Source: an optimization exercise on an open RTL-to-GDS flow (aim: small area and a short achievable clock period). Production flows keep margins and buffers that such runs may drop.
Function was checked by simulation only, so behaviour that the tests miss may differ from the original.
Power figures rest on the tool's default switching activity, not on a simulated workload.

--- design/flow/constraint.sdc ---
create_clock -name core_clock -period 10.0 [get_ports {clk}]
set_input_delay 2.0000 -clock core_clock [delete_from_list [all_inputs] [get_ports {clk}]]
set_output_delay 2.0000 -clock core_clock [all_outputs]
set_load 0.01 [all_outputs]
--- design/flow/flow/run.sh ---
#!/bin/bash
# The standard layout, with plain buffers (not delay cells) on the ports and
# a clock tree of smaller leaf buffers.
set -euo pipefail
export BUFFER_PORTS_ARGS="-buffer_cell sky130_fd_sc_hd__buf_2"
export CTS_ARGS="-sink_clustering_enable -repair_clock_nets -root_buf sky130_fd_sc_hd__clkbuf_16 -buf_list {sky130_fd_sc_hd__clkbuf_8} -sink_clustering_size 10 -sink_clustering_max_diameter 50 -sink_clustering_buffer sky130_fd_sc_hd__clkbuf_4 -dont_use_dummy_load"
bash standard.sh finish > standard_flow.log 2>&1
--- design/flow/config.mk ---
export PLATFORM = sky130hd
export DESIGN_NAME = ava_core
export DESIGN_NICKNAME = ava_core
export VERILOG_FILES = /design/flow/design.v
export SDC_FILE = /design/flow/constraint.sdc
export NUM_CORES = 4
export LEC_CHECK = 0
export CAP_MARGIN = 20
export CORE_MARGIN = 2
export CORE_UTILIZATION = 65
export PLACE_DENSITY = 0.72
export SETUP_SLACK_MARGIN = 4.7
export SLEW_MARGIN = 20
export SYNTH_HIERARCHICAL = 1
--- design/flow/standard.sh ---
#!/bin/bash
# synth_recipe.tcl (not shown) runs the flow's synth.tcl, then flattens the netlist and writes it again
# the make line also repeats each setting of config.mk as NAME=value (left out here)
make -C /OpenROAD-flow-scripts/flow DESIGN_CONFIG=/design/flow/config.mk WORK_HOME=/design/flow/orfs CLKGATE_MAP_FILE= SYNTH_SCRIPT=/design/flow/synth_recipe.tcl "${@:-finish}"
--- design/flow/design.v ---
module ava_core (
    input  wire        clk,
    input  wire        rst,           
    input  wire [15:0] prog_len,      
    output wire [15:0] prog_addr,     
    input  wire [7:0]  prog_data,     
    output reg  [31:0] stk_w_data,
    output reg         stk_w_valid,
    input  wire        stk_w_ready,
    input  wire [31:0] stk_r_data,
    input  wire        stk_r_valid,
    output reg         stk_r_ready,
    output reg  [7:0]  out_data,
    output reg         out_valid,
    input  wire        out_ready,
    output wire        halt,
    output wire        fault,
    output wire [2:0]  cause,
    output wire        push_lost,
    output wire        out_lost
);
    localparam [3:0] S_INIT     = 4'd0;
    localparam [3:0] S_DECODE   = 4'd1;
    localparam [3:0] S_PUSHIMM1 = 4'd2;
    localparam [3:0] S_PUSHIMM2 = 4'd3;
    localparam [3:0] S_PUSHVAR1 = 4'd4;
    localparam [3:0] S_PUSHVAR2 = 4'd5;
    localparam [3:0] S_PUSHVAR3 = 4'd6;
    localparam [3:0] S_LET1     = 4'd7;    
    localparam [3:0] S_LETW     = 4'd8;    
    localparam [3:0] S_PRINT    = 4'd9;
    localparam [3:0] S_ALU1     = 4'd10;
    localparam [3:0] S_ALU2     = 4'd11;
    localparam [3:0] S_ALU3     = 4'd12;
    localparam [3:0] S_ALU4     = 4'd13;
    localparam [3:0] S_DONE     = 4'd14;
    localparam [7:0] OPC_PUSH_IMM  = 8'h01;
    localparam [7:0] OPC_PUSH_VAR  = 8'h0a;
    localparam [7:0] OPC_LET       = 8'h20;
    localparam [7:0] OPC_PRINT     = 8'h80;
    localparam [7:0] OPC_PRINT_LF  = 8'h82;
    localparam [7:0] OPC_ADD       = 8'ha0;
    localparam [7:0] OPC_MUL       = 8'ha5;
    localparam [2:0] C_NONE      = 3'd0;
    localparam [2:0] C_END       = 3'd1;
    localparam [2:0] C_UNKNOWN   = 3'd2;
    localparam [2:0] C_TRUNC     = 3'd6;
    localparam [2:0] C_BADSLOT   = 3'd7;
    reg  [3:0]  st;
    reg  [15:0] pc;
    reg  [7:0]  fb1;       
    reg         op_mul;
    reg  [15:0] opb;
    reg  [31:8] csx, csy;  
    reg  [7:0]  lo_sum;    
    reg         lo_cy;     
    reg  [2:0]  cause_r;
    reg         push_lost_r;
    reg         out_lost_r;
    reg  [31:0] slot0, slot1, slot2, slot3;
    wire [7:0] fb = prog_data;
    assign prog_addr = pc;
    assign halt      = (cause_r != C_NONE);
    assign fault     = cause_r[2];
    assign cause     = cause_r;
    assign push_lost = push_lost_r;
    assign out_lost  = out_lost_r;
    wire s_init  = (st == S_INIT);
    wire s_dec   = (st == S_DECODE);
    wire s_pi1   = (st == S_PUSHIMM1);
    wire s_pi2   = (st == S_PUSHIMM2);
    wire s_pv1   = (st == S_PUSHVAR1);
    wire s_pv2   = (st == S_PUSHVAR2);
    wire s_pv3   = (st == S_PUSHVAR3);
    wire s_let1  = (st == S_LET1);
    wire s_letw  = (st == S_LETW);
    wire s_print = (st == S_PRINT);
    wire s_alu1  = (st == S_ALU1);
    wire s_alu2  = (st == S_ALU2);
    wire s_alu3  = (st == S_ALU3);
    wire s_alu4  = (st == S_ALU4);
    wire fb_big   = (fb[7:2] != 6'd0);
    wire let_ok   = s_letw || (s_let1 && !fb_big);
    wire [1:0] let_idx = s_letw ? fb1[1:0] : fb[1:0];
    wire slot_w_en = let_ok && stk_r_valid;
    wire        addm = !op_mul;
    wire        mulm = op_mul;
    wire [15:0] a    = stk_r_data[15:0];
    wire [16:0] b    = {opb, 1'b0};
    reg  [7:0]  one, two, neg;
    integer i;
    always @(*) begin
        for (i = 0; i < 8; i = i + 1) begin
            one[i] = mulm & (b[2*i+1] ^ b[2*i]);
            two[i] = mulm & ((b[2*i+2] & ~b[2*i+1] & ~b[2*i]) | (~b[2*i+2] & b[2*i+1] & b[2*i]));
            neg[i] = mulm & b[2*i+2] & ~(b[2*i+1] & b[2*i]);
        end
        one[0] = addm | one[0];
    end
    wire [16:0] as = {a[15], a};
    wire [16:0] a2 = {a, 1'b0};
    wire [16:0] addb = addm ? {3'b000, ~opb[15], opb[14:2]} : 17'd0;
    wire [16:0] pp0 = (({17{one[0]}} & as) | ({17{two[0]}} & a2)) ^ {17{neg[0]}};
    wire [16:0] pp1 = ((({17{one[1]}} & as) | ({17{two[1]}} & a2)) ^ {17{neg[1]}}) | addb;
    wire [16:0] pp2 = (({17{one[2]}} & as) | ({17{two[2]}} & a2)) ^ {17{neg[2]}};
    wire [16:0] pp3 = (({17{one[3]}} & as) | ({17{two[3]}} & a2)) ^ {17{neg[3]}};
    wire [16:0] pp4 = (({17{one[4]}} & as) | ({17{two[4]}} & a2)) ^ {17{neg[4]}};
    wire [16:0] pp5 = (({17{one[5]}} & as) | ({17{two[5]}} & a2)) ^ {17{neg[5]}};
    wire [16:0] pp6 = (({17{one[6]}} & as) | ({17{two[6]}} & a2)) ^ {17{neg[6]}};
    wire [16:0] pp7 = (({17{one[7]}} & as) | ({17{two[7]}} & a2)) ^ {17{neg[7]}};
    wire        ng0 = addm ? opb[0] : neg[0];
    wire        ng1 = neg[1], ng2 = neg[2], ng3 = neg[3], ng4 = neg[4],
                ng5 = neg[5], ng6 = neg[6], ng7 = neg[7];
    wire        ab1 = addm & opb[1];
    wire [31:0] cs_x, cs_y;
    wire h10_0, g10_0, h11_1, g11_1, s12_0, k12_0, h12_2, g12_2, s13_1, k13_1, h13_3, g13_3, s14_2, k14_2, s14_3, k14_3, h14_4, g14_4, s15_4, k15_4, s15_5, k15_5, s15_6, k15_6, s16_7, k16_7, s16_8, k16_8, s16_9, k16_9, s17_10, k17_10, s17_11, k17_11, h17_5, g17_5, s18_12, k18_12, s18_13, k18_13, s19_14, k19_14, h19_6, g19_6, s20_15, k20_15, h21_7, g21_7, h6_8, g6_8, h7_9, g7_9, s8_16, k8_16, h8_10, g8_10, s9_17, k9_17, h9_11, g9_11, s10_18, k10_18, s10_19, k10_19, s11_20, k11_20, s11_21, k11_21, s12_22, k12_22, s12_23, k12_23, s13_24, k13_24, s13_25, k13_25, s14_26, k14_26, s14_27, k14_27, s15_28, k15_28, s15_29, k15_29, s16_30, k16_30, s16_31, k16_31, s17_32, k17_32, s17_33, k17_33, s18_34, k18_34, s18_35, k18_35, s19_36, k19_36, s19_37, k19_37, s20_38, k20_38, s20_39, k20_39, s21_40, k21_40, s21_41, k21_41, s22_42, k22_42, s22_43, k22_43, s23_44, k23_44, h23_12, g23_12, s24_45, k24_45, h25_13, g25_13, h4_14, g4_14, h5_15, g5_15, s6_46, k6_46, s7_47, k7_47, s8_48, k8_48, s9_49, k9_49, s10_50, k10_50, s11_51, k11_51, s12_52, k12_52, s13_53, k13_53, s14_54, k14_54, s15_55, k15_55, s16_56, k16_56, s17_57, k17_57, s18_58, k18_58, s19_59, k19_59, s20_60, k20_60, s21_61, k21_61, s22_62, k22_62, s23_63, k23_63, s24_64, k24_64, s25_65, k25_65, s26_66, k26_66, h27_16, g27_16, h2_17, g2_17, h3_18, g3_18, s4_67, k4_67, s5_68, k5_68, s6_69, k6_69, s7_70, k7_70, s8_71, k8_71, s9_72, k9_72, s10_73, k10_73, s11_74, k11_74, s12_75, k12_75, s13_76, k13_76, s14_77, k14_77, s15_78, k15_78, s16_79, k16_79, s17_80, k17_80, s18_81, k18_81, s19_82, k19_82, s20_83, k20_83, s21_84, k21_84, s22_85, k22_85, s23_86, k23_86, s24_87, k24_87, s25_88, k25_88, s26_89, k26_89, s27_90, k27_90, s28_91, k28_91, h29_19, g29_19;
    assign h10_0 = pp0[10] ^ pp1[8];
    assign g10_0 = pp0[10] & pp1[8];
    assign h11_1 = pp0[11] ^ pp1[9];
    assign g11_1 = pp0[11] & pp1[9];
    assign s12_0 = pp0[12] ^ pp1[10] ^ pp2[8];
    assign k12_0 = (pp0[12] & pp1[10]) | (pp0[12] & pp2[8]) | (pp1[10] & pp2[8]);
    assign h12_2 = pp3[6] ^ pp4[4];
    assign g12_2 = pp3[6] & pp4[4];
    assign s13_1 = pp0[13] ^ pp1[11] ^ pp2[9];
    assign k13_1 = (pp0[13] & pp1[11]) | (pp0[13] & pp2[9]) | (pp1[11] & pp2[9]);
    assign h13_3 = pp3[7] ^ pp4[5];
    assign g13_3 = pp3[7] & pp4[5];
    assign s14_2 = pp0[14] ^ pp1[12] ^ pp2[10];
    assign k14_2 = (pp0[14] & pp1[12]) | (pp0[14] & pp2[10]) | (pp1[12] & pp2[10]);
    assign s14_3 = pp3[8] ^ pp4[6] ^ pp5[4];
    assign k14_3 = (pp3[8] & pp4[6]) | (pp3[8] & pp5[4]) | (pp4[6] & pp5[4]);
    assign h14_4 = pp6[2] ^ pp7[0];
    assign g14_4 = pp6[2] & pp7[0];
    assign s15_4 = pp0[15] ^ pp1[13] ^ pp2[11];
    assign k15_4 = (pp0[15] & pp1[13]) | (pp0[15] & pp2[11]) | (pp1[13] & pp2[11]);
    assign s15_5 = pp3[9] ^ pp4[7] ^ pp5[5];
    assign k15_5 = (pp3[9] & pp4[7]) | (pp3[9] & pp5[5]) | (pp4[7] & pp5[5]);
    assign s15_6 = pp6[3] ^ pp7[1] ^ addm;
    assign k15_6 = (pp6[3] & pp7[1]) | (pp6[3] & addm) | (pp7[1] & addm);
    assign s16_7 = ~pp0[16] ^ pp1[14] ^ pp2[12];
    assign k16_7 = (~pp0[16] & pp1[14]) | (~pp0[16] & pp2[12]) | (pp1[14] & pp2[12]);
    assign s16_8 = pp3[10] ^ pp4[8] ^ pp5[6];
    assign k16_8 = (pp3[10] & pp4[8]) | (pp3[10] & pp5[6]) | (pp4[8] & pp5[6]);
    assign s16_9 = pp6[4] ^ pp7[2] ^ mulm;
    assign k16_9 = (pp6[4] & pp7[2]) | (pp6[4] & mulm) | (pp7[2] & mulm);
    assign s17_10 = pp1[15] ^ pp2[13] ^ pp3[11];
    assign k17_10 = (pp1[15] & pp2[13]) | (pp1[15] & pp3[11]) | (pp2[13] & pp3[11]);
    assign s17_11 = pp4[9] ^ pp5[7] ^ pp6[5];
    assign k17_11 = (pp4[9] & pp5[7]) | (pp4[9] & pp6[5]) | (pp5[7] & pp6[5]);
    assign h17_5 = pp7[3] ^ 1'b1;
    assign g17_5 = pp7[3] & 1'b1;
    assign s18_12 = ~pp1[16] ^ pp2[14] ^ pp3[12];
    assign k18_12 = (~pp1[16] & pp2[14]) | (~pp1[16] & pp3[12]) | (pp2[14] & pp3[12]);
    assign s18_13 = pp4[10] ^ pp5[8] ^ pp6[6];
    assign k18_13 = (pp4[10] & pp5[8]) | (pp4[10] & pp6[6]) | (pp5[8] & pp6[6]);
    assign s19_14 = pp2[15] ^ pp3[13] ^ pp4[11];
    assign k19_14 = (pp2[15] & pp3[13]) | (pp2[15] & pp4[11]) | (pp3[13] & pp4[11]);
    assign h19_6 = pp5[9] ^ pp6[7];
    assign g19_6 = pp5[9] & pp6[7];
    assign s20_15 = ~pp2[16] ^ pp3[14] ^ pp4[12];
    assign k20_15 = (~pp2[16] & pp3[14]) | (~pp2[16] & pp4[12]) | (pp3[14] & pp4[12]);
    assign h21_7 = pp3[15] ^ pp4[13];
    assign g21_7 = pp3[15] & pp4[13];
    assign h6_8 = pp0[6] ^ pp1[4];
    assign g6_8 = pp0[6] & pp1[4];
    assign h7_9 = pp0[7] ^ pp1[5];
    assign g7_9 = pp0[7] & pp1[5];
    assign s8_16 = pp0[8] ^ pp1[6] ^ pp2[4];
    assign k8_16 = (pp0[8] & pp1[6]) | (pp0[8] & pp2[4]) | (pp1[6] & pp2[4]);
    assign h8_10 = pp3[2] ^ pp4[0];
    assign g8_10 = pp3[2] & pp4[0];
    assign s9_17 = pp0[9] ^ pp1[7] ^ pp2[5];
    assign k9_17 = (pp0[9] & pp1[7]) | (pp0[9] & pp2[5]) | (pp1[7] & pp2[5]);
    assign h9_11 = pp3[3] ^ pp4[1];
    assign g9_11 = pp3[3] & pp4[1];
    assign s10_18 = h10_0 ^ pp2[6] ^ pp3[4];
    assign k10_18 = (h10_0 & pp2[6]) | (h10_0 & pp3[4]) | (pp2[6] & pp3[4]);
    assign s10_19 = pp4[2] ^ pp5[0] ^ ng5;
    assign k10_19 = (pp4[2] & pp5[0]) | (pp4[2] & ng5) | (pp5[0] & ng5);
    assign s11_20 = h11_1 ^ pp2[7] ^ pp3[5];
    assign k11_20 = (h11_1 & pp2[7]) | (h11_1 & pp3[5]) | (pp2[7] & pp3[5]);
    assign s11_21 = pp4[3] ^ pp5[1] ^ g10_0;
    assign k11_21 = (pp4[3] & pp5[1]) | (pp4[3] & g10_0) | (pp5[1] & g10_0);
    assign s12_22 = s12_0 ^ h12_2 ^ pp5[2];
    assign k12_22 = (s12_0 & h12_2) | (s12_0 & pp5[2]) | (h12_2 & pp5[2]);
    assign s12_23 = pp6[0] ^ ng6 ^ g11_1;
    assign k12_23 = (pp6[0] & ng6) | (pp6[0] & g11_1) | (ng6 & g11_1);
    assign s13_24 = s13_1 ^ h13_3 ^ pp5[3];
    assign k13_24 = (s13_1 & h13_3) | (s13_1 & pp5[3]) | (h13_3 & pp5[3]);
    assign s13_25 = pp6[1] ^ k12_0 ^ g12_2;
    assign k13_25 = (pp6[1] & k12_0) | (pp6[1] & g12_2) | (k12_0 & g12_2);
    assign s14_26 = s14_2 ^ s14_3 ^ h14_4;
    assign k14_26 = (s14_2 & s14_3) | (s14_2 & h14_4) | (s14_3 & h14_4);
    assign s14_27 = ng7 ^ k13_1 ^ g13_3;
    assign k14_27 = (ng7 & k13_1) | (ng7 & g13_3) | (k13_1 & g13_3);
    assign s15_28 = s15_4 ^ s15_5 ^ s15_6;
    assign k15_28 = (s15_4 & s15_5) | (s15_4 & s15_6) | (s15_5 & s15_6);
    assign s15_29 = k14_2 ^ k14_3 ^ g14_4;
    assign k15_29 = (k14_2 & k14_3) | (k14_2 & g14_4) | (k14_3 & g14_4);
    assign s16_30 = s16_7 ^ s16_8 ^ s16_9;
    assign k16_30 = (s16_7 & s16_8) | (s16_7 & s16_9) | (s16_8 & s16_9);
    assign s16_31 = k15_4 ^ k15_5 ^ k15_6;
    assign k16_31 = (k15_4 & k15_5) | (k15_4 & k15_6) | (k15_5 & k15_6);
    assign s17_32 = s17_10 ^ s17_11 ^ h17_5;
    assign k17_32 = (s17_10 & s17_11) | (s17_10 & h17_5) | (s17_11 & h17_5);
    assign s17_33 = k16_7 ^ k16_8 ^ k16_9;
    assign k17_33 = (k16_7 & k16_8) | (k16_7 & k16_9) | (k16_8 & k16_9);
    assign s18_34 = s18_12 ^ s18_13 ^ pp7[4];
    assign k18_34 = (s18_12 & s18_13) | (s18_12 & pp7[4]) | (s18_13 & pp7[4]);
    assign s18_35 = k17_10 ^ k17_11 ^ g17_5;
    assign k18_35 = (k17_10 & k17_11) | (k17_10 & g17_5) | (k17_11 & g17_5);
    assign s19_36 = s19_14 ^ h19_6 ^ pp7[5];
    assign k19_36 = (s19_14 & h19_6) | (s19_14 & pp7[5]) | (h19_6 & pp7[5]);
    assign s19_37 = k18_12 ^ k18_13 ^ 1'b1;
    assign k19_37 = (k18_12 & k18_13) | (k18_12 & 1'b1) | (k18_13 & 1'b1);
    assign s20_38 = s20_15 ^ pp5[10] ^ pp6[8];
    assign k20_38 = (s20_15 & pp5[10]) | (s20_15 & pp6[8]) | (pp5[10] & pp6[8]);
    assign s20_39 = pp7[6] ^ k19_14 ^ g19_6;
    assign k20_39 = (pp7[6] & k19_14) | (pp7[6] & g19_6) | (k19_14 & g19_6);
    assign s21_40 = h21_7 ^ pp5[11] ^ pp6[9];
    assign k21_40 = (h21_7 & pp5[11]) | (h21_7 & pp6[9]) | (pp5[11] & pp6[9]);
    assign s21_41 = pp7[7] ^ k20_15 ^ 1'b1;
    assign k21_41 = (pp7[7] & k20_15) | (pp7[7] & 1'b1) | (k20_15 & 1'b1);
    assign s22_42 = ~pp3[16] ^ pp4[14] ^ pp5[12];
    assign k22_42 = (~pp3[16] & pp4[14]) | (~pp3[16] & pp5[12]) | (pp4[14] & pp5[12]);
    assign s22_43 = pp6[10] ^ pp7[8] ^ g21_7;
    assign k22_43 = (pp6[10] & pp7[8]) | (pp6[10] & g21_7) | (pp7[8] & g21_7);
    assign s23_44 = pp4[15] ^ pp5[13] ^ pp6[11];
    assign k23_44 = (pp4[15] & pp5[13]) | (pp4[15] & pp6[11]) | (pp5[13] & pp6[11]);
    assign h23_12 = pp7[9] ^ 1'b1;
    assign g23_12 = pp7[9] & 1'b1;
    assign s24_45 = ~pp4[16] ^ pp5[14] ^ pp6[12];
    assign k24_45 = (~pp4[16] & pp5[14]) | (~pp4[16] & pp6[12]) | (pp5[14] & pp6[12]);
    assign h25_13 = pp5[15] ^ pp6[13];
    assign g25_13 = pp5[15] & pp6[13];
    assign h4_14 = pp0[4] ^ pp1[2];
    assign g4_14 = pp0[4] & pp1[2];
    assign h5_15 = pp0[5] ^ pp1[3];
    assign g5_15 = pp0[5] & pp1[3];
    assign s6_46 = h6_8 ^ pp2[2] ^ pp3[0];
    assign k6_46 = (h6_8 & pp2[2]) | (h6_8 & pp3[0]) | (pp2[2] & pp3[0]);
    assign s7_47 = h7_9 ^ pp2[3] ^ pp3[1];
    assign k7_47 = (h7_9 & pp2[3]) | (h7_9 & pp3[1]) | (pp2[3] & pp3[1]);
    assign s8_48 = s8_16 ^ h8_10 ^ ng4;
    assign k8_48 = (s8_16 & h8_10) | (s8_16 & ng4) | (h8_10 & ng4);
    assign s9_49 = s9_17 ^ h9_11 ^ k8_16;
    assign k9_49 = (s9_17 & h9_11) | (s9_17 & k8_16) | (h9_11 & k8_16);
    assign s10_50 = s10_18 ^ s10_19 ^ k9_17;
    assign k10_50 = (s10_18 & s10_19) | (s10_18 & k9_17) | (s10_19 & k9_17);
    assign s11_51 = s11_20 ^ s11_21 ^ k10_18;
    assign k11_51 = (s11_20 & s11_21) | (s11_20 & k10_18) | (s11_21 & k10_18);
    assign s12_52 = s12_22 ^ s12_23 ^ k11_20;
    assign k12_52 = (s12_22 & s12_23) | (s12_22 & k11_20) | (s12_23 & k11_20);
    assign s13_53 = s13_24 ^ s13_25 ^ k12_22;
    assign k13_53 = (s13_24 & s13_25) | (s13_24 & k12_22) | (s13_25 & k12_22);
    assign s14_54 = s14_26 ^ s14_27 ^ k13_24;
    assign k14_54 = (s14_26 & s14_27) | (s14_26 & k13_24) | (s14_27 & k13_24);
    assign s15_55 = s15_28 ^ s15_29 ^ k14_26;
    assign k15_55 = (s15_28 & s15_29) | (s15_28 & k14_26) | (s15_29 & k14_26);
    assign s16_56 = s16_30 ^ s16_31 ^ k15_28;
    assign k16_56 = (s16_30 & s16_31) | (s16_30 & k15_28) | (s16_31 & k15_28);
    assign s17_57 = s17_32 ^ s17_33 ^ k16_30;
    assign k17_57 = (s17_32 & s17_33) | (s17_32 & k16_30) | (s17_33 & k16_30);
    assign s18_58 = s18_34 ^ s18_35 ^ k17_32;
    assign k18_58 = (s18_34 & s18_35) | (s18_34 & k17_32) | (s18_35 & k17_32);
    assign s19_59 = s19_36 ^ s19_37 ^ k18_34;
    assign k19_59 = (s19_36 & s19_37) | (s19_36 & k18_34) | (s19_37 & k18_34);
    assign s20_60 = s20_38 ^ s20_39 ^ k19_36;
    assign k20_60 = (s20_38 & s20_39) | (s20_38 & k19_36) | (s20_39 & k19_36);
    assign s21_61 = s21_40 ^ s21_41 ^ k20_38;
    assign k21_61 = (s21_40 & s21_41) | (s21_40 & k20_38) | (s21_41 & k20_38);
    assign s22_62 = s22_42 ^ s22_43 ^ k21_40;
    assign k22_62 = (s22_42 & s22_43) | (s22_42 & k21_40) | (s22_43 & k21_40);
    assign s23_63 = s23_44 ^ h23_12 ^ k22_42;
    assign k23_63 = (s23_44 & h23_12) | (s23_44 & k22_42) | (h23_12 & k22_42);
    assign s24_64 = s24_45 ^ pp7[10] ^ k23_44;
    assign k24_64 = (s24_45 & pp7[10]) | (s24_45 & k23_44) | (pp7[10] & k23_44);
    assign s25_65 = h25_13 ^ pp7[11] ^ k24_45;
    assign k25_65 = (h25_13 & pp7[11]) | (h25_13 & k24_45) | (pp7[11] & k24_45);
    assign s26_66 = ~pp5[16] ^ pp6[14] ^ pp7[12];
    assign k26_66 = (~pp5[16] & pp6[14]) | (~pp5[16] & pp7[12]) | (pp6[14] & pp7[12]);
    assign h27_16 = pp6[15] ^ pp7[13];
    assign g27_16 = pp6[15] & pp7[13];
    assign h2_17 = pp0[2] ^ pp1[0];
    assign g2_17 = pp0[2] & pp1[0];
    assign h3_18 = pp0[3] ^ pp1[1];
    assign g3_18 = pp0[3] & pp1[1];
    assign s4_67 = h4_14 ^ pp2[0] ^ ng2;
    assign k4_67 = (h4_14 & pp2[0]) | (h4_14 & ng2) | (pp2[0] & ng2);
    assign s5_68 = h5_15 ^ pp2[1] ^ g4_14;
    assign k5_68 = (h5_15 & pp2[1]) | (h5_15 & g4_14) | (pp2[1] & g4_14);
    assign s6_69 = s6_46 ^ ng3 ^ g5_15;
    assign k6_69 = (s6_46 & ng3) | (s6_46 & g5_15) | (ng3 & g5_15);
    assign s7_70 = s7_47 ^ g6_8 ^ k6_46;
    assign k7_70 = (s7_47 & g6_8) | (s7_47 & k6_46) | (g6_8 & k6_46);
    assign s8_71 = s8_48 ^ g7_9 ^ k7_47;
    assign k8_71 = (s8_48 & g7_9) | (s8_48 & k7_47) | (g7_9 & k7_47);
    assign s9_72 = s9_49 ^ g8_10 ^ k8_48;
    assign k9_72 = (s9_49 & g8_10) | (s9_49 & k8_48) | (g8_10 & k8_48);
    assign s10_73 = s10_50 ^ g9_11 ^ k9_49;
    assign k10_73 = (s10_50 & g9_11) | (s10_50 & k9_49) | (g9_11 & k9_49);
    assign s11_74 = s11_51 ^ k10_19 ^ k10_50;
    assign k11_74 = (s11_51 & k10_19) | (s11_51 & k10_50) | (k10_19 & k10_50);
    assign s12_75 = s12_52 ^ k11_21 ^ k11_51;
    assign k12_75 = (s12_52 & k11_21) | (s12_52 & k11_51) | (k11_21 & k11_51);
    assign s13_76 = s13_53 ^ k12_23 ^ k12_52;
    assign k13_76 = (s13_53 & k12_23) | (s13_53 & k12_52) | (k12_23 & k12_52);
    assign s14_77 = s14_54 ^ k13_25 ^ k13_53;
    assign k14_77 = (s14_54 & k13_25) | (s14_54 & k13_53) | (k13_25 & k13_53);
    assign s15_78 = s15_55 ^ k14_27 ^ k14_54;
    assign k15_78 = (s15_55 & k14_27) | (s15_55 & k14_54) | (k14_27 & k14_54);
    assign s16_79 = s16_56 ^ k15_29 ^ k15_55;
    assign k16_79 = (s16_56 & k15_29) | (s16_56 & k15_55) | (k15_29 & k15_55);
    assign s17_80 = s17_57 ^ k16_31 ^ k16_56;
    assign k17_80 = (s17_57 & k16_31) | (s17_57 & k16_56) | (k16_31 & k16_56);
    assign s18_81 = s18_58 ^ k17_33 ^ k17_57;
    assign k18_81 = (s18_58 & k17_33) | (s18_58 & k17_57) | (k17_33 & k17_57);
    assign s19_82 = s19_59 ^ k18_35 ^ k18_58;
    assign k19_82 = (s19_59 & k18_35) | (s19_59 & k18_58) | (k18_35 & k18_58);
    assign s20_83 = s20_60 ^ k19_37 ^ k19_59;
    assign k20_83 = (s20_60 & k19_37) | (s20_60 & k19_59) | (k19_37 & k19_59);
    assign s21_84 = s21_61 ^ k20_39 ^ k20_60;
    assign k21_84 = (s21_61 & k20_39) | (s21_61 & k20_60) | (k20_39 & k20_60);
    assign s22_85 = s22_62 ^ k21_41 ^ k21_61;
    assign k22_85 = (s22_62 & k21_41) | (s22_62 & k21_61) | (k21_41 & k21_61);
    assign s23_86 = s23_63 ^ k22_43 ^ k22_62;
    assign k23_86 = (s23_63 & k22_43) | (s23_63 & k22_62) | (k22_43 & k22_62);
    assign s24_87 = s24_64 ^ g23_12 ^ k23_63;
    assign k24_87 = (s24_64 & g23_12) | (s24_64 & k23_63) | (g23_12 & k23_63);
    assign s25_88 = s25_65 ^ k24_64 ^ 1'b1;
    assign k25_88 = (s25_65 & k24_64) | (s25_65 & 1'b1) | (k24_64 & 1'b1);
    assign s26_89 = s26_66 ^ g25_13 ^ k25_65;
    assign k26_89 = (s26_66 & g25_13) | (s26_66 & k25_65) | (g25_13 & k25_65);
    assign s27_90 = h27_16 ^ k26_66 ^ 1'b1;
    assign k27_90 = (h27_16 & k26_66) | (h27_16 & 1'b1) | (k26_66 & 1'b1);
    assign s28_91 = ~pp6[16] ^ pp7[14] ^ g27_16;
    assign k28_91 = (~pp6[16] & pp7[14]) | (~pp6[16] & g27_16) | (pp7[14] & g27_16);
    assign h29_19 = pp7[15] ^ 1'b1;
    assign g29_19 = pp7[15] & 1'b1;
    assign cs_x[0] = pp0[0];
    assign cs_y[0] = ng0;
    assign cs_x[1] = pp0[1];
    assign cs_y[1] = ab1;
    assign cs_x[2] = h2_17;
    assign cs_y[2] = ng1;
    assign cs_x[3] = h3_18;
    assign cs_y[3] = g2_17;
    assign cs_x[4] = s4_67;
    assign cs_y[4] = g3_18;
    assign cs_x[5] = s5_68;
    assign cs_y[5] = k4_67;
    assign cs_x[6] = s6_69;
    assign cs_y[6] = k5_68;
    assign cs_x[7] = s7_70;
    assign cs_y[7] = k6_69;
    assign cs_x[8] = s8_71;
    assign cs_y[8] = k7_70;
    assign cs_x[9] = s9_72;
    assign cs_y[9] = k8_71;
    assign cs_x[10] = s10_73;
    assign cs_y[10] = k9_72;
    assign cs_x[11] = s11_74;
    assign cs_y[11] = k10_73;
    assign cs_x[12] = s12_75;
    assign cs_y[12] = k11_74;
    assign cs_x[13] = s13_76;
    assign cs_y[13] = k12_75;
    assign cs_x[14] = s14_77;
    assign cs_y[14] = k13_76;
    assign cs_x[15] = s15_78;
    assign cs_y[15] = k14_77;
    assign cs_x[16] = s16_79;
    assign cs_y[16] = k15_78;
    assign cs_x[17] = s17_80;
    assign cs_y[17] = k16_79;
    assign cs_x[18] = s18_81;
    assign cs_y[18] = k17_80;
    assign cs_x[19] = s19_82;
    assign cs_y[19] = k18_81;
    assign cs_x[20] = s20_83;
    assign cs_y[20] = k19_82;
    assign cs_x[21] = s21_84;
    assign cs_y[21] = k20_83;
    assign cs_x[22] = s22_85;
    assign cs_y[22] = k21_84;
    assign cs_x[23] = s23_86;
    assign cs_y[23] = k22_85;
    assign cs_x[24] = s24_87;
    assign cs_y[24] = k23_86;
    assign cs_x[25] = s25_88;
    assign cs_y[25] = k24_87;
    assign cs_x[26] = s26_89;
    assign cs_y[26] = k25_88;
    assign cs_x[27] = s27_90;
    assign cs_y[27] = k26_89;
    assign cs_x[28] = s28_91;
    assign cs_y[28] = k27_90;
    assign cs_x[29] = h29_19;
    assign cs_y[29] = k28_91;
    assign cs_x[30] = ~pp7[16];
    assign cs_y[30] = g29_19;
    assign cs_x[31] = 1'b1;
    assign cs_y[31] = 1'b0;
    wire [31:0] cs_p = cs_x ^ cs_y;
    wire [31:0] cs_g = cs_x & cs_y;
    wire [8:0]  lo_c;
    assign lo_c[0] = 1'b0;
    assign lo_c[1] = cs_g[0];
    genvar lg;
    generate
        for (lg = 1; lg < 8; lg = lg + 1) begin : lo_ripple
            ava_gc lo_cell (.g1(cs_g[lg]), .p1(cs_p[lg]), .g0(lo_c[lg]), .g(lo_c[lg + 1]));
        end
    endgenerate
    wire [23:0] ks_p0 = csx;
    wire [23:0] ks_g0 = {csy[31:9], csy[8] | (csx[8] & lo_cy)};
    wire [23:0] ks_c;
    wire hcg1, hcg2, hcp2, hcg3, hcp3, hcg4, hcp4, hcg5, hcp5, hcg6, hcp6, hcg7, hcp7, hcg8, hcp8, hcg9, hcp9, hcg10, hcp10, hcg11, hcp11, hcg12, hcp12, hcg13, hcp13, hcg14, hcp14, hcg15, hcp15, hcg16, hcp16, hcg17, hcp17, hcg18, hcp18, hcg19, hcp19, hcg20, hcp20, hcg21, hcp21, hcg22, hcp22, hcg23, hcg24, hcp24, hcg25, hcp25, hcg26, hcp26, hcg27, hcp27, hcg28, hcp28, hcg29, hcp29, hcg30, hcp30, hcg31, hcp31, hcg32, hcg33, hcg34, hcp34, hcg35, hcp35, hcg36, hcp36, hcg37, hcp37, hcg38, hcg39, hcg40, hcg41, hcg42, hcg43, hcg44, hcg45, hcg46, hcg47, hcg48, hcg49, hcg50, hcg51, hcg52, hcg53, hcg54, hcg55, hcg56;
    ava_gc hcg1_c (.g1(ks_g0[1]), .p1(ks_p0[1]), .g0(ks_g0[0]), .g(hcg1));
    ava_pg hcg2_c (.g1(ks_g0[3]), .p1(ks_p0[3]), .g0(ks_g0[2]), .p0(ks_p0[2]), .g(hcg2), .p(hcp2));
    ava_pg hcg3_c (.g1(ks_g0[5]), .p1(ks_p0[5]), .g0(ks_g0[4]), .p0(ks_p0[4]), .g(hcg3), .p(hcp3));
    ava_pg hcg4_c (.g1(ks_g0[7]), .p1(ks_p0[7]), .g0(ks_g0[6]), .p0(ks_p0[6]), .g(hcg4), .p(hcp4));
    ava_pg hcg5_c (.g1(ks_g0[9]), .p1(ks_p0[9]), .g0(ks_g0[8]), .p0(ks_p0[8]), .g(hcg5), .p(hcp5));
    ava_pg hcg6_c (.g1(ks_g0[11]), .p1(ks_p0[11]), .g0(ks_g0[10]), .p0(ks_p0[10]), .g(hcg6), .p(hcp6));
    ava_pg hcg7_c (.g1(ks_g0[13]), .p1(ks_p0[13]), .g0(ks_g0[12]), .p0(ks_p0[12]), .g(hcg7), .p(hcp7));
    ava_pg hcg8_c (.g1(ks_g0[15]), .p1(ks_p0[15]), .g0(ks_g0[14]), .p0(ks_p0[14]), .g(hcg8), .p(hcp8));
    ava_pg hcg9_c (.g1(ks_g0[17]), .p1(ks_p0[17]), .g0(ks_g0[16]), .p0(ks_p0[16]), .g(hcg9), .p(hcp9));
    ava_pg hcg10_c (.g1(ks_g0[19]), .p1(ks_p0[19]), .g0(ks_g0[18]), .p0(ks_p0[18]), .g(hcg10), .p(hcp10));
    ava_pg hcg11_c (.g1(ks_g0[21]), .p1(ks_p0[21]), .g0(ks_g0[20]), .p0(ks_p0[20]), .g(hcg11), .p(hcp11));
    ava_pg hcg12_c (.g1(ks_g0[23]), .p1(ks_p0[23]), .g0(ks_g0[22]), .p0(ks_p0[22]), .g(hcg12), .p(hcp12));
    ava_pg hcg13_c (.g1(hcg12), .p1(hcp12), .g0(hcg11), .p0(hcp11), .g(hcg13), .p(hcp13));
    ava_pg hcg14_c (.g1(hcg11), .p1(hcp11), .g0(hcg10), .p0(hcp10), .g(hcg14), .p(hcp14));
    ava_pg hcg15_c (.g1(hcg10), .p1(hcp10), .g0(hcg9), .p0(hcp9), .g(hcg15), .p(hcp15));
    ava_pg hcg16_c (.g1(hcg9), .p1(hcp9), .g0(hcg8), .p0(hcp8), .g(hcg16), .p(hcp16));
    ava_pg hcg17_c (.g1(hcg8), .p1(hcp8), .g0(hcg7), .p0(hcp7), .g(hcg17), .p(hcp17));
    ava_pg hcg18_c (.g1(hcg7), .p1(hcp7), .g0(hcg6), .p0(hcp6), .g(hcg18), .p(hcp18));
    ava_pg hcg19_c (.g1(hcg6), .p1(hcp6), .g0(hcg5), .p0(hcp5), .g(hcg19), .p(hcp19));
    ava_pg hcg20_c (.g1(hcg5), .p1(hcp5), .g0(hcg4), .p0(hcp4), .g(hcg20), .p(hcp20));
    ava_pg hcg21_c (.g1(hcg4), .p1(hcp4), .g0(hcg3), .p0(hcp3), .g(hcg21), .p(hcp21));
    ava_pg hcg22_c (.g1(hcg3), .p1(hcp3), .g0(hcg2), .p0(hcp2), .g(hcg22), .p(hcp22));
    ava_gc hcg23_c (.g1(hcg2), .p1(hcp2), .g0(hcg1), .g(hcg23));
    ava_pg hcg24_c (.g1(hcg13), .p1(hcp13), .g0(hcg15), .p0(hcp15), .g(hcg24), .p(hcp24));
    ava_pg hcg25_c (.g1(hcg14), .p1(hcp14), .g0(hcg16), .p0(hcp16), .g(hcg25), .p(hcp25));
    ava_pg hcg26_c (.g1(hcg15), .p1(hcp15), .g0(hcg17), .p0(hcp17), .g(hcg26), .p(hcp26));
    ava_pg hcg27_c (.g1(hcg16), .p1(hcp16), .g0(hcg18), .p0(hcp18), .g(hcg27), .p(hcp27));
    ava_pg hcg28_c (.g1(hcg17), .p1(hcp17), .g0(hcg19), .p0(hcp19), .g(hcg28), .p(hcp28));
    ava_pg hcg29_c (.g1(hcg18), .p1(hcp18), .g0(hcg20), .p0(hcp20), .g(hcg29), .p(hcp29));
    ava_pg hcg30_c (.g1(hcg19), .p1(hcp19), .g0(hcg21), .p0(hcp21), .g(hcg30), .p(hcp30));
    ava_pg hcg31_c (.g1(hcg20), .p1(hcp20), .g0(hcg22), .p0(hcp22), .g(hcg31), .p(hcp31));
    ava_gc hcg32_c (.g1(hcg21), .p1(hcp21), .g0(hcg23), .g(hcg32));
    ava_gc hcg33_c (.g1(hcg22), .p1(hcp22), .g0(hcg1), .g(hcg33));
    ava_pg hcg34_c (.g1(hcg24), .p1(hcp24), .g0(hcg28), .p0(hcp28), .g(hcg34), .p(hcp34));
    ava_pg hcg35_c (.g1(hcg25), .p1(hcp25), .g0(hcg29), .p0(hcp29), .g(hcg35), .p(hcp35));
    ava_pg hcg36_c (.g1(hcg26), .p1(hcp26), .g0(hcg30), .p0(hcp30), .g(hcg36), .p(hcp36));
    ava_pg hcg37_c (.g1(hcg27), .p1(hcp27), .g0(hcg31), .p0(hcp31), .g(hcg37), .p(hcp37));
    ava_gc hcg38_c (.g1(hcg28), .p1(hcp28), .g0(hcg32), .g(hcg38));
    ava_gc hcg39_c (.g1(hcg29), .p1(hcp29), .g0(hcg33), .g(hcg39));
    ava_gc hcg40_c (.g1(hcg30), .p1(hcp30), .g0(hcg23), .g(hcg40));
    ava_gc hcg41_c (.g1(hcg31), .p1(hcp31), .g0(hcg1), .g(hcg41));
    ava_gc hcg42_c (.g1(hcg34), .p1(hcp34), .g0(hcg32), .g(hcg42));
    ava_gc hcg43_c (.g1(hcg35), .p1(hcp35), .g0(hcg33), .g(hcg43));
    ava_gc hcg44_c (.g1(hcg36), .p1(hcp36), .g0(hcg23), .g(hcg44));
    ava_gc hcg45_c (.g1(hcg37), .p1(hcp37), .g0(hcg1), .g(hcg45));
    ava_gc hcg46_c (.g1(ks_g0[2]), .p1(ks_p0[2]), .g0(hcg1), .g(hcg46));
    ava_gc hcg47_c (.g1(ks_g0[4]), .p1(ks_p0[4]), .g0(hcg23), .g(hcg47));
    ava_gc hcg48_c (.g1(ks_g0[6]), .p1(ks_p0[6]), .g0(hcg33), .g(hcg48));
    ava_gc hcg49_c (.g1(ks_g0[8]), .p1(ks_p0[8]), .g0(hcg32), .g(hcg49));
    ava_gc hcg50_c (.g1(ks_g0[10]), .p1(ks_p0[10]), .g0(hcg41), .g(hcg50));
    ava_gc hcg51_c (.g1(ks_g0[12]), .p1(ks_p0[12]), .g0(hcg40), .g(hcg51));
    ava_gc hcg52_c (.g1(ks_g0[14]), .p1(ks_p0[14]), .g0(hcg39), .g(hcg52));
    ava_gc hcg53_c (.g1(ks_g0[16]), .p1(ks_p0[16]), .g0(hcg38), .g(hcg53));
    ava_gc hcg54_c (.g1(ks_g0[18]), .p1(ks_p0[18]), .g0(hcg45), .g(hcg54));
    ava_gc hcg55_c (.g1(ks_g0[20]), .p1(ks_p0[20]), .g0(hcg44), .g(hcg55));
    ava_gc hcg56_c (.g1(ks_g0[22]), .p1(ks_p0[22]), .g0(hcg43), .g(hcg56));
    assign ks_c[0] = ks_g0[0];
    assign ks_c[1] = hcg1;
    assign ks_c[2] = hcg46;
    assign ks_c[3] = hcg23;
    assign ks_c[4] = hcg47;
    assign ks_c[5] = hcg33;
    assign ks_c[6] = hcg48;
    assign ks_c[7] = hcg32;
    assign ks_c[8] = hcg49;
    assign ks_c[9] = hcg41;
    assign ks_c[10] = hcg50;
    assign ks_c[11] = hcg40;
    assign ks_c[12] = hcg51;
    assign ks_c[13] = hcg39;
    assign ks_c[14] = hcg52;
    assign ks_c[15] = hcg38;
    assign ks_c[16] = hcg53;
    assign ks_c[17] = hcg45;
    assign ks_c[18] = hcg54;
    assign ks_c[19] = hcg44;
    assign ks_c[20] = hcg55;
    assign ks_c[21] = hcg43;
    assign ks_c[22] = hcg56;
    assign ks_c[23] = hcg42;
    wire [31:0] alu_result = {csx ^ {ks_c[22:0], lo_cy}, lo_sum};
    reg [31:0] slot_rd;
    always @(*) begin
        case (fb1[1:0])
            2'd0: slot_rd = slot0;
            2'd1: slot_rd = slot1;
            2'd2: slot_rd = slot2;
            default: slot_rd = slot3;
        endcase
    end
    wire pop_any = s_letw || s_print || s_alu1 || s_alu3;
    wire dec_lf_n, rq_n1, rq_n2, rq_n3, rq_n4, rq_dec, rq_prt, rq_let, rq_pop, rq_ready, rq_out;
    ava_nor3  rq_g1 (.a(fb[6]), .b(fb[5]), .c(fb[4]), .y(rq_n1));
    ava_nor3  rq_g2 (.a(fb[3]), .b(fb[2]), .c(fb[0]), .y(rq_n2));
    ava_nor3  rq_g3 (.a(fb[7]), .b(fb[6]), .c(fb[5]), .y(rq_n3));
    ava_nor3  rq_g4 (.a(fb[4]), .b(fb[3]), .c(fb[2]), .y(rq_n4));
    ava_and3  rq_g5 (.a(fb[7]), .b(fb[1]), .c(s_dec), .y(dec_lf_n));
    ava_nand3 rq_g6 (.a(rq_n1), .b(rq_n2), .c(dec_lf_n), .y(rq_dec));
    ava_nand2 rq_g7 (.a(s_print), .b(stk_r_valid), .y(rq_prt));
    ava_nand2 rq_g8 (.a(rq_dec), .b(rq_prt), .y(rq_out));
    ava_nand4 rq_g9 (.a(stk_r_valid), .b(s_let1), .c(rq_n3), .d(rq_n4), .y(rq_let));
    ava_nand2 rq_g10 (.a(stk_r_valid), .b(pop_any), .y(rq_pop));
    ava_nand2 rq_g11 (.a(rq_let), .b(rq_pop), .y(rq_ready));
    always @(*) begin
        stk_w_valid = s_pi2 || s_pv3 || s_alu4;
        stk_r_ready = rq_ready;
        out_valid   = rq_out;
        out_data    = s_print ? {stk_r_data[7:4] + 4'd3, stk_r_data[3:0]} : 8'h0a;
        if (s_pi2)
            stk_w_data = {16'd0, fb, fb1};
        else if (s_pv3)
            stk_w_data = slot_rd;
        else
            stk_w_data = alu_result;
    end
    wire at_end = ({pc[15:1], pc[0] | s_init} == prog_len);
    always @(posedge clk) begin
        csx <= cs_p[31:8];
        csy <= cs_g[31:8];
        lo_sum <= cs_p[7:0] ^ lo_c[7:0];
        lo_cy <= lo_c[8];
        fb1[7:2] <= fb[7:2];
        if (!(s_letw || s_pv2))
            fb1[1:0] <= fb[1:0];
        if (s_alu1)
            opb <= stk_r_data[15:0];
        if (s_dec)
            op_mul <= fb[0];
    end
    always @(posedge clk) begin
        if (rst) begin
            st          <= S_INIT;
            pc          <= 16'd0;
            cause_r     <= C_NONE;
            push_lost_r <= 1'b0;
            out_lost_r  <= 1'b0;
        end else begin
            if (stk_w_valid && !stk_w_ready)
                push_lost_r <= 1'b1;
            if (out_valid && !out_ready)
                out_lost_r <= 1'b1;
            case (st)
                S_INIT: begin
                    pc <= pc + 16'd1;
                    if (at_end) begin
                        st      <= S_DONE;
                        cause_r <= C_END;
                    end else begin
                        st <= S_DECODE;
                    end
                end
                S_DECODE: begin
                    case (fb)
                        OPC_PUSH_IMM, OPC_PUSH_VAR, OPC_LET: begin
                            if (at_end) begin
                                st      <= S_DONE;
                                cause_r <= C_TRUNC;
                            end else begin
                                pc <= pc + 16'd1;
                                if (fb == OPC_PUSH_IMM)
                                    st <= S_PUSHIMM1;
                                else if (fb == OPC_PUSH_VAR)
                                    st <= S_PUSHVAR1;
                                else
                                    st <= S_LET1;
                            end
                        end
                        OPC_PRINT:    st <= S_PRINT;
                        OPC_PRINT_LF: begin
                            if (at_end) begin
                                st      <= S_DONE;
                                cause_r <= C_END;
                            end else begin
                                pc <= pc + 16'd1;
                                st <= S_DECODE;
                            end
                        end
                        OPC_ADD, OPC_MUL: st <= S_ALU1;
                        default: begin
                            st      <= S_DONE;
                            cause_r <= C_UNKNOWN;
                        end
                    endcase
                end
                S_PUSHIMM1: begin
                    if (at_end) begin
                        st      <= S_DONE;
                        cause_r <= C_TRUNC;
                    end else begin
                        pc <= pc + 16'd1;
                        st <= S_PUSHIMM2;
                    end
                end
                S_PUSHVAR1: begin
                    if (fb_big) begin
                        st      <= S_DONE;
                        cause_r <= C_BADSLOT;
                    end else begin
                        st <= S_PUSHVAR2;
                    end
                end
                S_PUSHVAR2: st <= S_PUSHVAR3;
                S_LET1: begin
                    if (fb_big) begin
                        st      <= S_DONE;
                        cause_r <= C_BADSLOT;
                    end else if (!stk_r_valid) begin
                        st <= S_LETW;
                    end else if (at_end) begin
                        st      <= S_DONE;
                        cause_r <= C_END;
                    end else begin
                        pc <= pc + 16'd1;
                        st <= S_DECODE;
                    end
                end
                S_LETW, S_PRINT: begin
                    if (stk_r_valid) begin
                        if (at_end) begin
                            st      <= S_DONE;
                            cause_r <= C_END;
                        end else begin
                            pc <= pc + 16'd1;
                            st <= S_DECODE;
                        end
                    end
                end
                S_ALU1: if (stk_r_valid) st <= S_ALU2;
                S_ALU2: st <= S_ALU3;
                S_ALU3: if (stk_r_valid) st <= S_ALU4;
                S_PUSHIMM2, S_PUSHVAR3, S_ALU4: begin
                    if (at_end) begin
                        st      <= S_DONE;
                        cause_r <= C_END;
                    end else begin
                        pc <= pc + 16'd1;
                        st <= S_DECODE;
                    end
                end
                default: ;
            endcase
        end
    end
    always @(posedge clk) begin
        if (!rst && slot_w_en) begin
            case (let_idx)
                2'd0: slot0 <= stk_r_data;
                2'd1: slot1 <= stk_r_data;
                2'd2: slot2 <= stk_r_data;
                default: slot3 <= stk_r_data;
            endcase
        end
    end
endmodule
module ava_pg (input wire g1, p1, g0, p0, output wire g, p);
    assign g = g1 | (p1 & g0);
    assign p = p1 & p0;
endmodule
module ava_gc (input wire g1, p1, g0, output wire g);
    assign g = g1 | (p1 & g0);
endmodule
module ava_nor3 (input wire a, b, c, output wire y);
    assign y = ~(a | b | c);
endmodule
module ava_and3 (input wire a, b, c, output wire y);
    assign y = a & b & c;
endmodule
module ava_nand2 (input wire a, b, output wire y);
    assign y = ~(a & b);
endmodule
module ava_nand3 (input wire a, b, c, output wire y);
    assign y = ~(a & b & c);
endmodule
module ava_nand4 (input wire a, b, c, d, output wire y);
    assign y = ~(a & b & c & d);
endmodule
==> summary.md, run 1 <==
| Metric | Value |
|---|---|
| Site row count | 57 |
| Largest net degree at the start of global routing | 35 |
| Gpl congestion | roughly 0.90 |
| Max incr delay on CP | 0.46 ns |
| Drt wl/cell | roughly 23 um |
| Hold-fix buffers at CTS | 0 |
| Cell area after synthesis | about 0.016 mm2 |
| TritonCTS clock tree | yes |
| IO Port Bufs | 126 |
| Drt first pass iters | 6 |
| Global route total overflow | 0 |
| Post-CTS sizing | 2 |
| #FFs+latches synth | about 230 |
| Clk latency of the worst-skew pair | between 0.5 and 0.6 ns |
| Synth warn | 7 |
| Number of global-route vias before repair | about 11000 |
| Die W | approximately 160 um |
| RSZ-0062 raised after global routing | yes |
| Clock root buffer | clkbuf_16 |
| GRT Resource Usage Total | 0.326 |
| Worst R2R End | csx[15] |
| Core ar. | 0.0242 mm2 |
| Top_reg_cell synth | edfxtp_1 |
| Clk sinks | ~230 |
| Sequential area share after synthesis | 0.383 |
| HP Start | push_lost_r |
| Synth cell types | 75 |
| Crit path max-delay family | buffers and inverters |
| Post-DP HPWL | slightly below 30000 um |
| Origin of the worst setup path | stk_r_data[5] |
| Max_slew headroom | 0.273 |
| Clock buffer depth | 3 |
| PD cells | about 290 mW/mm2 |
| Final setup viols | 0 |
| CP Class | in -> out |
| Max VDD drop | ~0.20 mV |
| CP most frequent cell | buf_2 |
| WL final | 42200 um |
| CP Max Fanout | 24 |
| Area grow syn2layout | 6.97% |
| EDFF count, synth | 147 |
| Most frequent cells in the layout | 147 x edfxtp_1, 125 x buf_2, 117 x a22oi_1, 113 x inv_1, 92 x xnor2_1 |
| Max stage delay cell, worst path | buf_2 |
| Max Slew Vio Count | 0 |
| Proportion of layout cells with a drive suffix above 1 | 0.169 |
| Reg2reg setup slack | 5.01 ns |
| Nets | 1751 |
| R2R cell count | 11 |
| Iteration-0 DRC Markers | 1492 |
| Initial antenna violation count | 3 |
| CP cell instances | buf_2 -> inv_1 -> ha_1 -> xor2_1 -> nor2_1 -> buf_2 |
| TritonCTS Buffers | 30 |
| Worst EP arrival | ~3.3 ns |
| Crit path required time | ~8.0 ns |
| # H-tree levels | 1 |
| Syn avg cell area | about 11 um2 |
| Vias | roughly 12000 |
| Crit path capture | out_data[6] |
| Crit path depth | 6 |
| CTS clk-pin slew, worst paths | approximately 0.060 ns |
| Asr flop ratio synth | 0 |
| Mapped Cells | between 1000 and 1500 |
| Initial Utilization | 0.660 |
| Finished Cell Area | roughly 0.017 mm2 |
| Die Height | 161 um |
| Status | timing/DRC/antenna clean |
| Max frequency | about 190 MHz |
| Syn Nets | roughly 1700 |
| LEAKAGE | approximately 0.0071 uW |
| First-pass GRT wire length | approximately 66000 um |
| Synth top area share | 0.276 |
| Residual DRC | 0 |
| Min cycle time layout | about 5.3 ns |
| Via density | 6.38 |
| Placed Area | 0.0168 mm2 |
| Max-cap viol count | 0 |
| Leading area contributor after synthesis | edfxtp_1 |
| Final Cycle Share | 0.527 |
| Number of I/O pins | 127 |
| Clock Skew | approximately 0.058 ns |
| Hold crit path type | reg -> reg |
| CP bufs+invs | 3 |
| Die Footprint | ~0.026 mm2 |
| Post-CTS setup buffer count | 0 |
| Commonest non-fill, non-tap cell in the layout | edfxtp_1 |
| Post-DRT Antenna Nets | 0 |
| RR Startpoint | op_mul |
| Synth area leaders | edfxtp_1 28%, dfxtp_1 11%, fa_1 11% |
| Final Hold Fails | 0 |
| Worst Setup End Kind | primary output |
| Fin Setup TNS | 0 ns |
| Slew of the pin with the lowest slew margin | 1.09 ns |
| Crit path launch type | primary input |
-- Yosys cell counts, types with 14 or more instances --
library cell and n:
a211oi_1 16, a21o_1 62, a21oi_1 52, a221oi_1 14, a22oi_1 117, and2_1 38, clkbuf_1 94, dfxtp_1 86
edfxtp_1 147, fa_1 85, ha_1 62, inv_1 113, mux2i_1 14, mux4_2 32, nand2_1 69, nor2_1 79
o21ai_0 36, xnor2_1 93, xor2_1 75
-- how the worst min path moves through the flow --
stage	end	slack (ns)	cells past startpoint
CTS	push_lost_r	0.46	2
global route	push_lost_r	0.50	2
global placement	out_lost_r	0.45	2
finish	push_lost_r	0.46	2
detailed placement	push_lost_r	0.45	2
floorplan	out_lost_r	0.50	2
-- layout make-up --
| cell class | instances | area (um2) |
|---|---|---|
| well taps | 324 | 405 |
| flip-flops and latches | 233 | 6140 |
| clock buffers | 30 | 278 |
| inverters | 115 | 432 |
| fillers | 1847 | 7120 |
| multi-input cells | 1012 | 9020 |
| repair buffers | 151 | 848 |
| diodes | 2 | 5.00 |
-- Yosys stat by module (local to each module, per instance) --
module	area [um2]	copies in the design	flops+latches	cells inside
ava_core	15300	1	233	1380
ava_pg	13.8	29	0	2
ava_nor3	10.0	4	0	1
ava_gc	7.51	29	0	1
ava_and3	6.26	1	0	1
ava_nand4	6.26	1	0	1
ava_nand3	5.00	1	0	1
ava_nand2	3.75	4	0	1
-- through the flow --
stage / std cells / power (uW) / setup WS, ns / hold slack, ns / utilization
after detailed placement: 1832 / 4400 / 4.59 / 0.449 / 0.692
after global routing: 1866 / 5370 / 4.68 / 0.500 / 0.706
after CTS: 1862 / 4890 / 4.72 / 0.464 / 0.703
after global placement: 1832 / 4260 / 4.67 / 0.446 / 0.692
after floorplan: 1478 / 3410 / 4.73 / 0.502 / -
final: 1867 / 4890 / 4.73 / 0.458 / 0.706
-- registers in the layout (all words and copies together), names as in the netlist --
register,count
op_mul,1
slot1,32
lo_sum,8
slot0,32
out_lost_r,1
pc,16
st,4
slot3,32
slot2,32
opb,16
cause_r,3
push_lost_r,1
csx,23
csy,23
fb1,8
lo_cy,1
-- worst register-to-register path: cells and delay by family, from the launching register on --
kind,cells,cell delay [ns]
simple gates,1,0.51
fa+ha+maj,5,2.23
buf+inv,4,1.24
flops,1,0.46
xor+xnor,1,0.48
-- per-layer routing --
layer,GRT usage,part of all wire,up-vias
met2,0.514,0.46,678
met3,0.0687,0.10,116
met5,0,0.00019,-
li1,-,-,5381
met1,0.451,0.40,5728
met4,0.119,0.041,2
-- cell families after synthesis --
| kind of cell | after synthesis | share of synthesized area |
|---|---|---|
| AOI/OAI and AO/OA | 361 | 0.159 |
| xor gates and xnor gates | 169 | 0.0929 |
| adders and majority gates | 147 | 0.155 |
| buffers and inverters | 233 | 0.0566 |
| DFF | 233 | 0.383 |
| muxes | 48 | 0.0552 |
| and+or+nand+nor | 287 | 0.0981 |
-- where the power goes --
| group | total (uW) | switching (uW) | internal, uW |
|---|---|---|---|
| Clock | 478 | 298 | 180 |
| Sequential | 1310 | 98.3 | 1210 |
| Combinational | 3100 | 1810 | 1290 |
==> run 2, diff against run 1 <==
--- a/design/flow/config.mk
+++ b/design/flow/config.mk
@@ -11,3 +11,3 @@
 export PLACE_DENSITY = 0.72
-export SETUP_SLACK_MARGIN = 4.7
+export SETUP_SLACK_MARGIN = 5.0
 export SLEW_MARGIN = 20
==> run 2 against run 1 <==
  * Clock skew down 0.0049 ns
  * Via count down 0.36%
  * Count of clock-buffer cells in the layout up 1
  * Still clean on timing, DRC and antenna
  * Synthesized area unchanged
  * Cell count up 0.27%
  * Clock power up 2%
==> summary.md, run 2 <==
| Metric | Value |
|---|---|
| Sequential area share after synthesis | 0.383 |
| Max incr delay on CP | 0.22 ns |
| Placed Area | 0.0168 mm2 |
| Post-synthesis adder-cell area fraction | 0.155 |
| Post-DP HPWL | approximately 29000 um |
| Final Cycle Share | 0.491 |
| Die W | approximately 160 um |
| Min cycle time layout | 4.91 ns |
| Residual DRC | 0 |
| Most numerous cell in the Yosys netlist | edfxtp_1 |
| Compound-gate portion of the synthesized area | 0.159 |
| TritonCTS clock tree | yes |
| Fin Setup TNS | 0 ns |
| RSZ-0062 raised after global routing | no |
| Synth top area share | 0.276 |
| Largest family of logic cells by synthesized area | compound AO/OA/AOI/OAI gates |
| Via density | between 6 and 7 |
| Syn Nets | ~1700 |
| WL final | slightly above 40000 um |
| Largest net degree at the start of global routing | 35 |
| CP Class | in -> out |
| Status | timing/DRC/antenna clean |
| Die Footprint | around 0.026 mm2 |
| Max Slew Vio Count | 0 |
| LEAKAGE | about 0.0071 uW |
| Max frequency | between 200 and 250 MHz |
| Synth warn | 7 |
| Initial Utilization | 0.660 |
| CP cell instances | buf_8 -> inv_1 -> ha_1 -> xor2_1 -> nor2_1 -> buf_2 |
| Post-synthesis simple-gate area fraction | 0.0981 |
| Area grow syn2layout | 7.82% |
| Final Hold Fails | 0 |
| Max-cap viol count | 0 |
| Worst EP arrival | slightly below 3 ns |
| Synth area leaders | edfxtp_1 28%, dfxtp_1 11%, fa_1 11% |
| Most frequent cells in the layout | 147 x edfxtp_1, 120 x buf_2, 113 x inv_1, 111 x a22oi_1, 90 x xnor2_1 |
| Clk latency of the worst-skew pair | ~0.52 ns |
| Commonest non-fill, non-tap cell in the layout | edfxtp_1 |
| Crit path launch type | primary input |
| CTS clk-pin slew, worst paths | roughly 0.090 ns |
| PD cells | ~290 mW/mm2 |
| Proportion of layout cells with a drive suffix above 1 | 0.178 |
| Fill cell count | between 1500 and 2000 |
| Worst Setup End Kind | primary output |
| Finished Cell Area | 0.0173 mm2 |
| Nets | 1756 |
| Syn avg cell area | roughly 11 um2 |
| Synth Area in XOR/XNOR | 0.0929 |
| Hold-fix buffers at CTS | 0 |
| TritonCTS Buffers | 31 |
| First-pass GRT wire length | roughly 65000 um |
| Drt first pass iters | 7 |
| Max stage delay cell, worst path | ha_1 |
| Die Height | 161 um |
| Asr flop ratio synth | 0 |
| Number of global-route vias before repair | between 10000 and 15000 |
| CP Max Fanout | 27 |
| Drt wl/cell | 22.1 um |
| GRT Resource Usage Total | 0.321 |
| Mapped Cells | approximately 1500 |
| Iteration-0 DRC Markers | 1199 |
| Initial antenna violation count | 3 |
| Gpl congestion | roughly 0.92 |
| # H-tree levels | 1 |
| Top_reg_cell synth | edfxtp_1 |
| Final Util | 0.712 |
| IO Port Bufs | 126 |
| EDFF count, synth | 147 |
| Hold crit path type | reg -> reg |
| Mux cell area share after synthesis | 0.0552 |
| Site row count | 57 |
| Clock Skew | approximately 0.053 ns |
| Max_slew headroom | 0.241 |
| Hold Worst Slack | between 0.4 and 0.5 ns |
| Clock root buffer | clkbuf_16 |
| Post-DRT Antenna Nets | 0 |
| Max VDD drop | approximately 0.21 mV |
| Number of I/O pins | between 100 and 150 |
| Vias | ~12000 |
| Leading area contributor after synthesis | edfxtp_1 |
| Clk sinks | between 200 and 250 |
| Commonest cells post-synth | 147 x edfxtp_1, 117 x a22oi_1, 113 x inv_1 |
| Core ar. | about 0.024 mm2 |
| Slew of the pin with the lowest slew margin | roughly 1.1 ns |
| #FFs+latches synth | 233 |
| Crit path required time | 8.00 ns |
| Global route total overflow | 0 |
| Cell area after synthesis | 0.0160 mm2 |
| Synth cell types | between 70 and 80 |
| Final setup viols | 0 |
| Clock buffer depth | 3 |
==> run 2: cell counts after synthesis <==
No cell type changed its count.
==> run 2: kinds of logic (layout without fill, tap and decap cells) <==
logic type | after synthesis | count (layout)
compound gates | 361 | 361
flops | 233 | 233
mux | 48 | 48
buf+inv | 233 | 301
xor+xnor | 169 | 169
other cells | 0 | 2
fa+ha+maj | 147 | 147
simple gates | 287 | 287
==> run 2: critical path: cells and delay by family <==
kind	cells	cell delay, ns
buffers and inverters	3	0.43
XOR/XNOR	1	0.16
adder cells (fa/ha/maj)	1	0.22
AND/OR/NAND/NOR	1	0.08
==> run 2: repair_timing <==
| item | in CTS | in global routing |
|---|---|---|
| gates resized for setup | 13 | 8 |
| endpoints found under the setup margin | 22 | 8 |
| setup buffers | 4 | 1 |
| pin swaps | 6 | 3 |
==> run 2: per-module statistics from Yosys, one instance, submodules excluded <==
| module | copies in the design | flops+latches | cells |
|---|---|---|---|
| ava_core | 1 | 233 | 1380 |
| ava_pg | 29 | 0 | 2 |
| ava_nor3 | 4 | 0 | 1 |
| ava_gc | 29 | 0 | 1 |
| ava_and3 | 1 | 0 | 1 |
| ava_nand4 | 1 | 0 | 1 |
| ava_nand3 | 1 | 0 | 1 |
| ava_nand2 | 4 | 0 | 1 |
==> run 2: routing by layer <==
| metal | wire (um) | GRT usage | vias to the layer above | share of wire |
|---|---|---|---|---|
| met1 | 16900 | 0.442 | 5753 | 0.41 |
| met5 | 13 | 0 | - | 0.00031 |
| met3 | 3910 | 0.0625 | 86 | 0.094 |
| met2 | 19200 | 0.516 | 630 | 0.46 |
| met4 | 1450 | 0.112 | 2 | 0.035 |
| li1 | - | - | 5391 | - |
==> run 2: per-stage QoR <==
| step | setup slack (ns) | total power, uW | cells |
|---|---|---|---|
| after floorplan | 4.88 | 3420 | 1478 |
| after global placement | 4.68 | 4280 | 1832 |
| after detailed placement | 4.60 | 4390 | 1833 |
| after CTS | 4.99 | 4920 | 1868 |
| after global routing | 5.01 | 5410 | 1871 |
| final | 5.09 | 4940 | 1872 |
==> run 2: power by group <==
| part | internal, uW | switching [uW] |
|---|---|---|
| Combinational | 1320 | 1810 |
| Clock | 184 | 302 |
| Sequential | 1210 | 100 |
==> run 2: final timing paths <==
path                  from           to  slack (ns)  cells past startpoint
max          stk_r_data[4]  out_data[6]        5.09                      6
min            push_lost_r  push_lost_r        0.48                      2
max reg2reg         op_mul      csx[14]        5.19                     11
min reg2reg    push_lost_r  push_lost_r        0.48                      2
==> run 2: cell type report <==
class	count	area, um2	share of cell area
Timing Repair Buffer	155	902	0.0523
Tap cell	324	405	0.0235
Multi-Input combinational cell	1012	9100	0.527
Antenna cell	2	5.00	0.000290
Inverter	115	432	0.0250
Sequential cell	233	6140	0.355
Clock buffer	31	285	0.0165
==> run 3, diff against run 2 <==
--- a/design/flow/config.mk
+++ b/design/flow/config.mk
@@ -14 +14,2 @@
 export SYNTH_HIERARCHICAL = 1
+export TNS_END_PERCENT = 30
==> run 3 against run 2 <==
  * Non-clock buffer count is 2 lower
  * Clock power is 2% lower
  * Register-to-register slack better by 0.04 ns
  * Utilization hardly changed
  * Critical endpoint is now stk_w_data[24]
  * Still clean
  * Final area hardly changed
==> summary.md, run 3 <==
| Metric | Value |
|---|---|
| Iteration-0 DRC Markers | between 1000 and 1500 |
| Finished Cell Area | between 0.015 and 0.02 mm2 |
| Max stage delay cell, worst path | xnor2_1 |
| Number of global-route vias before repair | between 10000 and 15000 |
| EDFF count, synth | 147 |
| Leading area contributor after synthesis | edfxtp_1 |
| Internal Power | about 2700 uW |
| Clock Skew | between 0.04 and 0.05 ns |
| Max Slew Vio Count | 0 |
| Clock network power share | 0.097 |
| Status | timing/DRC/antenna clean |
| Worst Setup End Kind | primary output |
| Sequential share of power | 0.268 |
| Initial antenna violation count | 0 |
| Synth area leaders | edfxtp_1 28%, dfxtp_1 11%, fa_1 11% |
| Synth warn | 7 |
| Slew of the pin with the lowest slew margin | ~1.1 ns |
| Number of I/O pins | about 130 |
| Cell area after synthesis | between 0.015 and 0.02 mm2 |
| Drt wl/cell | 22.4 um |
| TritonCTS clock tree | yes |
| Crit path max-delay family | compound AO/OA/AOI/OAI gates |
| Post-DRT Antenna Nets | 0 |
| RSZ-0062 raised after global routing | yes |
| Multi-input gate area | a little over 0.009 mm2 |
| Tot Pwr | 4890 uW |
| # H-tree levels | 1 |
| CP bufs+invs | 1 |
| Commonest cells post-synth | 147 x edfxtp_1, 117 x a22oi_1, 113 x inv_1 |
| Site row count | 57 |
| Max frequency | around 200 MHz |
| PD cells | between 200 and 300 mW/mm2 |
| Global route total overflow | 0 |
| HP Start | out_lost_r |
| Reg2reg setup slack | 5.23 ns |
| Mapped Cells | 1478 |
| Worst EP arrival | slightly below 3 ns |
| Antenna Diode Count | 0 |
| Initial Utilization | 0.660 |
| Core ar. | approximately 0.024 mm2 |
| Logic pwr share | 0.635 |
| Worst R2R End | csx[14] |
| Placed Area | approximately 0.017 mm2 |
| Hold crit path type | reg -> reg |
| R2R cell count | 11 |
| Final setup viols | 0 |
| Final Hold Fails | 0 |
| CP Max Fanout | 5 |
| Max VDD drop | roughly 0.16 mV |
run 3: cell counts after synthesis:
Identical to the previous run, type by type.
run 3: worst max-delay path by stage:
stage / startpoint / to / slack [ns] / cells after the start
after floorplan: prog_data[2] / slot2[0] / 4.88 / 7
after global placement: stk_r_data[14] / csx[20] / 4.67 / 11
after detailed placement: stk_r_data[1] / csx[16] / 4.63 / 10
after CTS: stk_r_data[4] / out_data[6] / 4.97 / 6
after global routing: csx[8] / stk_w_data[24] / 4.94 / 9
final: csx[8] / stk_w_data[24] / 5.03 / 9
run 3: worst min-delay path, delay by kind of cell, from the launching register on:
kind            cells  cell delay (ns)
simple gates        1             0.07
compound gates      1             0.04
flops               1             0.33
run 3: routing by layer:
layer  GRT usage  wire length (um)  vias to the layer above
met4      0.0856              1240                        0
met2       0.521             19600                      640
li1            -                 -                     5394
met5           0                 0                        -
met1       0.453             17200                     5753
met3      0.0506              3680                       94
run 3: logic make-up (layout without fill, tap and decap cells):
logic type,after synthesis,count (layout),synth area share
xor gates and xnor gates,169,169,0.0929
adders and majority gates,147,147,0.155
muxes,48,48,0.0552
AOI/OAI and AO/OA,361,361,0.159
buffers and inverters,233,298,0.0566
and+or+nand+nor,287,287,0.0981
DFF,233,233,0.383
run 3: per-module statistics from Yosys (local to each module, per instance):
module     times used  flops+latches  cells
ava_and3            1              0      1
ava_core            1            233   1380
ava_gc             29              0      1
ava_nand2           4              0      1
ava_nand3           1              0      1
ava_nand4           1              0      1
ava_nor3            4              0      1
ava_pg             29              0      2
run 3: stage by stage:
| stage | utilization | std cells |
|---|---|---|
| after detailed placement | 0.693 | 1830 |
| after global routing | 0.712 | 1867 |
| after floorplan | - | 1478 |
| after CTS | 0.707 | 1863 |
| after global placement | 0.692 | 1829 |
| final | 0.712 | 1867 |
run 3: repair_timing:
item                                    in CTS  in global routing
pin swaps                                    6                  0
endpoints found under the setup margin      24                  7
buffers inserted                             3                  0
hold buffers                                 0                  0
gates resized for setup                     13                  4
run 3: power by group through the flow:
stage	Clock [uW]	Sequential, uW	Combinational, uW
after floorplan	0	1300	2120
after global placement	0	1330	2960
after detailed placement	0	1330	3050
after CTS	490	1310	3110
after global routing	526	1330	3480
final	476	1310	3100
run 3: final cells by class:
class | count | share of cell area
multi-input combinational | 1012 | 0.527
clock buffer | 30 | 0.0161
tap | 324 | 0.0235
sequential | 233 | 0.356
inverter | 115 | 0.0250
timing repair buffer | 153 | 0.0523

==> what the ideal ports hide <==
Ports are ideal in the flow. The routed layouts listed here were re-timed in OpenROAD. Step 1 sets driving cells, clkbuf_16 on the clock port and buf_2 on the other inputs (assumed; they add their load-dependent delay and slew). Step 2 also shifts input and output timing later by t, the mid clock arrival at the registers, as if the neighbouring blocks saw the same clock. Slacks: no drivers / after step 1 / after step 2; pairs: no drivers / after step 1.
run | t, ns | setup slack, ns
run 1 | 0.540 | 4.732 / 4.711 / 4.567
run 2 | 0.535 | 5.094 / 5.045 / 4.603
run 3 | 0.529 | 5.028 / 4.977 / 4.561
After both steps every run listed still meets setup and hold.
